Background: an optimization exercise with open tools, aiming at small area and few clock cycles. Do not read the settings as production practice. Function was checked by simulation only, so behaviour that the tests miss may differ from the original. No activity file was given, so power comes from the tool's default toggle rates.

== violet ==
==> flow/design.v <==
module tacws (
    input  wire        clk,
    input  wire        rst,           
    input  wire        cmd_valid,
    output wire        cmd_ready,
    input  wire [47:0] cmd_word,
    output wire        rsp_valid,
    output wire [1:0]  rsp_status,
    output wire [15:0] rsp_data,
    output wire        bus_valid,
    output wire        bus_we,
    output wire [2:0]  bus_addr,
    output wire [15:0] bus_wdata,
    input  wire        bus_ready,
    input  wire [15:0] bus_rdata
);
    reg        busy;
    reg [3:0]  k;         
    reg        line;      
    reg        s;         
    reg        p;         
    reg        ie;        
    reg [1:0]  ch;        
    reg [2:0]  om;        
    reg [1:0]  lm;        
    reg [15:0] a;         
    reg [15:0] b;         
    wire [3:0] n_op = cmd_word[47:44];
    wire       n_p  = cmd_word[43];
    wire [1:0] n_ch = cmd_word[42:41];
    wire o_apply  = (n_op == 4'h1);
    wire o_chan   = (n_op == 4'h2);
    wire o_pwm    = (n_op == 4'h3);
    wire o_startm = (n_op == 4'h5);
    wire o_stop   = (n_op == 4'h6);
    wire o_getcnt = (n_op == 4'h7);
    wire o_rstcnt = (n_op == 4'h8);
    wire o_setper = (n_op == 4'h9);
    wire o_setdut = (n_op == 4'hA);
    wire o_getcc  = (n_op == 4'hB);
    wire n_illegal = (n_op == 4'h0) || (n_op >= 4'hC);
    wire n_nocfg   = (o_apply || o_chan || o_pwm) && !n_p;
    wire n_badch   = (o_chan || o_pwm || o_setdut || o_getcc) && (n_ch == 2'd3);
    wire [1:0] n_status = n_illegal ? 2'd3 : n_nocfg ? 2'd1 : n_badch ? 2'd2 : 2'd0;
    wire n_none    = n_illegal || n_nocfg || (n_badch && !o_pwm);
    wire n_line = o_chan || o_setdut || o_getcc;
    wire [3:0] n_k = (o_getcnt || o_getcc)           ? 4'd11 :
                     (o_setper || o_setdut || o_pwm) ? 4'd10 :
                     o_rstcnt                        ? 4'd2  : 4'd0;
    wire n_ie = o_apply ? cmd_word[36] : o_chan ? cmd_word[37] : o_stop;
    wire k9   = k[3] & ~k[1] & k[0];
    wire k10  = k[3] & k[1] & ~k[0];
    wire k11  = k[3] & k[1] & k[0];
    wire ld   = ~bus_we;
    wire last = k11 | (k10 & ~p) | (~line & s & ~k[3] & ~k[1] & k[0]);
    wire ch_ok = (ch != 2'd3);
    wire t0 = ~line & (k == 4'd0);
    wire t2 = ~line & (k == 4'd2);
    wire t4 = ~line & (k == 4'd4);
    wire t6 = ~line & (k == 4'd6);
    wire t8 = ~line & (k == 4'd8);
    wire c0 =  line & (k == 4'd0);
    wire c2 =  line & (k == 4'd2);
    wire c4 =  line & (k == 4'd4);
    wire c6 =  line & (k == 4'd6);
    wire c8 =  line & (k == 4'd8);
    wire [1:0] mv = lm & {2{s & ~ie}};
    reg [15:0] u;
    always @(*) begin
        u = bus_rdata;
        if (t4 | c8)  u[0] = 1'b0;
        if (t8)       u[1] = ie;
        if (c8)       u[1] = 1'b0;
        if (t2)       u[2] = 1'b1;
        if (t0)       u[5:4] = mv;
        if (t6)       u[5:4] = lm;
        if (c6)       u[4] = ie;
        if (c4)       u[5] = om[0];
        if (t6 | c4)  u[7:6] = om[2:1];
        if (t6)       u[9:8] = ch;
        if (c0)       u[8] = 1'b0;
        if (c2)       u[15:10] = 6'b0;
    end
    assign cmd_ready  = ~busy;
    assign rsp_valid  = ~busy & ~k[3];
    assign rsp_status = k[1:0];
    assign rsp_data   = a;
    assign bus_valid  = busy;
    assign bus_we     = k[0] ^ (k[3] & k[1]);
    assign bus_addr   = {line ? ch + 2'd1 : {1'b0, k10}, k[3] & k[1]};
    assign bus_wdata  = a;
    wire accept = ~busy & cmd_valid;
    wire step   = busy & bus_ready;
    always @(posedge clk) begin
        if (accept) begin
            line <= n_line;
            s    <= ~o_apply;
            p    <= o_pwm;
            ie   <= n_ie;
            ch   <= n_ch;
            om   <= cmd_word[40:38];
            b    <= o_pwm ? cmd_word[15:0] : cmd_word[31:16];
            a    <= n_none ? 16'h0000 : cmd_word[31:16];
        end else if (step) begin
            if (ld)
                a <= u;
            else if (k9)
                a <= b;
            else if (last)
                a <= 16'h0000;
            if (k10 & p)
                line <= ~line & ch_ok;
        end
    end
    always @(posedge clk) begin
        if (rst) begin
            busy <= 1'b0;
            k[3] <= 1'b1;
            lm   <= 2'd0;
        end else if (accept) begin
            if (n_none) begin
                k <= {2'b00, n_status};
            end else begin
                busy <= 1'b1;
                k    <= n_k;
            end
            if ((o_apply && n_p) || o_startm)
                lm <= cmd_word[38:37];
            if (o_pwm && n_p)
                lm <= 2'd1;
        end else if (step) begin
            if (last) begin
                busy <= 1'b0;
                k    <= {2'b00, p & ~ch_ok, 1'b0};
            end else if (k10 & p) begin
                k <= 4'd0;
            end else begin
                k <= k + 4'd1;
            end
        end
    end
endmodule
export LEC_CHECK = 0
export CAP_MARGIN = 20
export CORE_MARGIN = 2
export CORE_UTILIZATION = 40
export SLEW_MARGIN = 20
create_clock -name core_clock -period 6.0 [get_ports {clk}]
standard.sh (not shown) runs the stock make flow with config.mk's settings and CLKGATE_MAP_FILE= SYNTH_SCRIPT=/design/flow/synth_recipe.tcl, a recipe that flattens the netlist after the stock synthesis.
==> flow/flow/run.sh <==
#!/bin/bash
# ORFS layout through the standard.sh, with these changes:
#  - the ABC mapping script leaves out ABC's buffering and upsizing (the
#    design has timing slack to spare), so the mapping is smaller;
#  - the port buffers are plain buf_1 cells;
#  - clock tree synthesis inserts no dummy loads.
set -u
W=$(pwd)
rm -rf "$W/scripts_copy"
cp -r "$FLOW_HOME/scripts" "$W/scripts_copy"
cp "$W/flow/abc_map.script" "$W/scripts_copy/abc_speed.script"
CTS="-sink_clustering_enable -repair_clock_nets -dont_use_dummy_load -buf_list sky130_fd_sc_hd__clkbuf_16 -sink_clustering_size 50 -sink_clustering_max_diameter 500"
export BUFFER_PORTS_ARGS="-buffer_cell sky130_fd_sc_hd__buf_1"
export CTS_ARGS="$CTS"
bash standard.sh "SCRIPTS_DIR=$W/scripts_copy" "CTS_ARGS=$CTS" \
  "BUFFER_PORTS_ARGS=-buffer_cell sky130_fd_sc_hd__buf_1" finish > standard_flow.log 2>&1
==> flow/flow/abc_map.script <==
&get -n
&st
&dch
&nf -R 1000
&st
&syn2
&if -g -K 6
&synch2
&nf -R 1000
&st
&syn2
&if -g -K 6
&synch2
&nf -R 1000
&st
&syn2
&if -g -K 6
&synch2
&nf -R 1000
&st
&syn2
&if -g -K 6
&synch2
&nf -R 1000
&st
&syn2
&if -g -K 6
&synch2
&nf -R 1000
&put
topo
stime -c
dnsize -c
No stage failed in violet, and the final checks on the layout all came back clean.
Testbench counts of violet, summed over its fixed seeds: cycles 22,002.
[inputs] zinc vs violet
==> flow/flow/run.sh <==
#!/bin/bash
# Standard ORFS layout, with plain buf_1 cells as the port buffers.
set -u
export BUFFER_PORTS_ARGS="-buffer_cell sky130_fd_sc_hd__buf_1"
bash standard.sh "BUFFER_PORTS_ARGS=-buffer_cell sky130_fd_sc_hd__buf_1" finish > standard_flow.log 2>&1
-- flow/config.mk --
<<< violet, line 9
export CORE_MARGIN = 2
export CORE_UTILIZATION = 40
export SLEW_MARGIN = 20
>>> zinc, line 9
export CORE_MARGIN = 2
export CORE_UTILIZATION = 40
export CTS_BUF_LIST = sky130_fd_sc_hd__clkbuf_8
export SLEW_MARGIN = 20
removed: flow/flow/abc_map.script
Notes after the runs:
- zinc finished every stage and its layout cleared the timing, DRC and antenna checks.
- In summary, violet completed successfully, with a layout that passed the timing, DRC and antenna checks.
- Of zinc and violet, it is zinc that has the lower post-route worst hold slack.
- Die outline area ended up 520 µm² higher on zinc than on violet.
- Post-synthesis simple-gate area fraction (lower): zinc
- Between violet and zinc, the flow reports first-pass GRT wire length increasing slightly.
- Diff violet -> zinc: fraction of the yosys area taken by sequential cells went down by 3.6 points, overall power consumption went down by 0.068 mW, floorplan die width went up by 3.0 µm.
- Taking violet as the reference, in zinc placement row count rose by about 3.4%; synthesized-area fraction occupied by adder cells fell by 0.19 points; wire length rose by 1.7%.
## Diff of input files: sierra against zinc
==> flow/flow/run.sh <==
#!/bin/bash
# ORFS layout through the standard.sh, with these changes:
#  - the ABC mapping script leaves out ABC's buffering and upsizing (the
#    design has timing slack to spare), so the mapping is smaller;
#  - the port buffers are plain buf_1 cells;
#  - clock tree synthesis inserts no dummy loads.
set -u
W=$(pwd)
rm -rf "$W/scripts_copy"
cp -r "$FLOW_HOME/scripts" "$W/scripts_copy"
cp "$W/flow/abc_map.script" "$W/scripts_copy/abc_speed.script"
CTS="-sink_clustering_enable -repair_clock_nets -dont_use_dummy_load -buf_list sky130_fd_sc_hd__clkbuf_8"
export BUFFER_PORTS_ARGS="-buffer_cell sky130_fd_sc_hd__buf_1"
export CTS_ARGS="$CTS"
bash standard.sh "SCRIPTS_DIR=$W/scripts_copy" "CTS_ARGS=$CTS" \
  "BUFFER_PORTS_ARGS=-buffer_cell sky130_fd_sc_hd__buf_1" finish > standard_flow.log 2>&1
==> flow/flow/abc_map.script (new file) <==
&get -n
&st
&dch
&nf -R 1000
&st
&syn2
&if -g -K 6
&synch2
&nf -R 1000
&st
&syn2
&if -g -K 6
&synch2
&nf -R 1000
&st
&syn2
&if -g -K 6
&synch2
&nf -R 1000
&st
&syn2
&if -g -K 6
&synch2
&nf -R 1000
&st
&syn2
&if -g -K 6
&synch2
&nf -R 1000
&put
topo
stime -c
dnsize -c
-- flow/config.mk --
<<< zinc, line 9
export CORE_MARGIN = 2
export CORE_UTILIZATION = 40
export CTS_BUF_LIST = sky130_fd_sc_hd__clkbuf_8
export SLEW_MARGIN = 20
>>> sierra, line 9
export CORE_MARGIN = 2
export CORE_UTILIZATION = 40
export SLEW_MARGIN = 20
## What came out
sierra finished every stage and its layout cleared the timing, DRC and antenna checks.
zinc and sierra ended up with roughly the same clock network power share.
Largest vdd supply drop sits higher in sierra than in zinc.
Comparing zinc and sierra, maximum achievable frequency is higher on zinc.
As far as clock transition time at the flip-flop clock pins of the worst setup and hold paths is concerned, sierra and zinc perform about the same.
sierra reports a lower routed wire length than zinc does.
sierra vs zinc, final-layout clock-cell area share went down by 0.19 points.
## Diff of input files: harbor against sierra
==> flow/flow/run.sh <==
#!/bin/bash
# ORFS layout through the standard.sh, with two changes:
#  - the ABC mapping script leaves out ABC's buffering and upsizing (the
#    design has timing slack to spare), so the mapping is smaller;
#  - the port buffers are plain buf_1 cells.
set -u
W=$(pwd)
rm -rf "$W/scripts_copy"
cp -r "$FLOW_HOME/scripts" "$W/scripts_copy"
cp "$W/flow/abc_map.script" "$W/scripts_copy/abc_speed.script"
export BUFFER_PORTS_ARGS="-buffer_cell sky130_fd_sc_hd__buf_1"
bash standard.sh "SCRIPTS_DIR=$W/scripts_copy" \
  "BUFFER_PORTS_ARGS=-buffer_cell sky130_fd_sc_hd__buf_1" finish > standard_flow.log 2>&1
-- flow/config.mk --
<<< sierra, line 9
export CORE_MARGIN = 2
export CORE_UTILIZATION = 40
export SLEW_MARGIN = 20
>>> harbor, line 9
export CORE_MARGIN = 2
export CORE_UTILIZATION = 40
export CTS_BUF_LIST = sky130_fd_sc_hd__clkbuf_8
export SLEW_MARGIN = 20
## What came out
harbor ended up with a higher total design power than sierra did. On multi-input logic cell count, sierra and harbor are neck and neck. Between sierra and harbor, the layout-stage area growth over the synthesis result is lower for sierra. Diff sierra and harbor: final setup slack of the worst path lower in harbor.

-- port drivers added, routing unchanged --
The results above use ideal ports. As a check the final layouts listed here were re-extracted and re-timed, cells and wires unchanged.
Step 1, drivers: a clkbuf_16 drives clk and a buf_2 each remaining input, both assumed.
Step 2 adds t to the input delays and takes it off the output delays; t is the mean of the earliest and latest rising clock arrival at the registers after step 1. Input paths then give back, and output paths get back, about the clock's delay inside the block.
a / b / c = ideal / step 1 / step 2; a / b = the first two.
run | t, ns | setup WS [ns] | slew at the worst register clock pin (ns)
violet | 0.309 | 2.699 / 2.668 / 2.794 | 0.06 / 0.06
zinc | 0.322 | 2.756 / 2.724 / 2.573 | 0.08 / 0.08
sierra | 0.327 | 2.672 / 2.641 / 2.776 | 0.09 / 0.09
harbor | 0.336 | 2.637 / 2.606 / 2.783 | 0.09 / 0.09
After both steps every run listed still meets setup and hold. The setup slack of zinc, which loses most, moves by -0.032 ns with the drivers and by -0.183 ns with both steps.
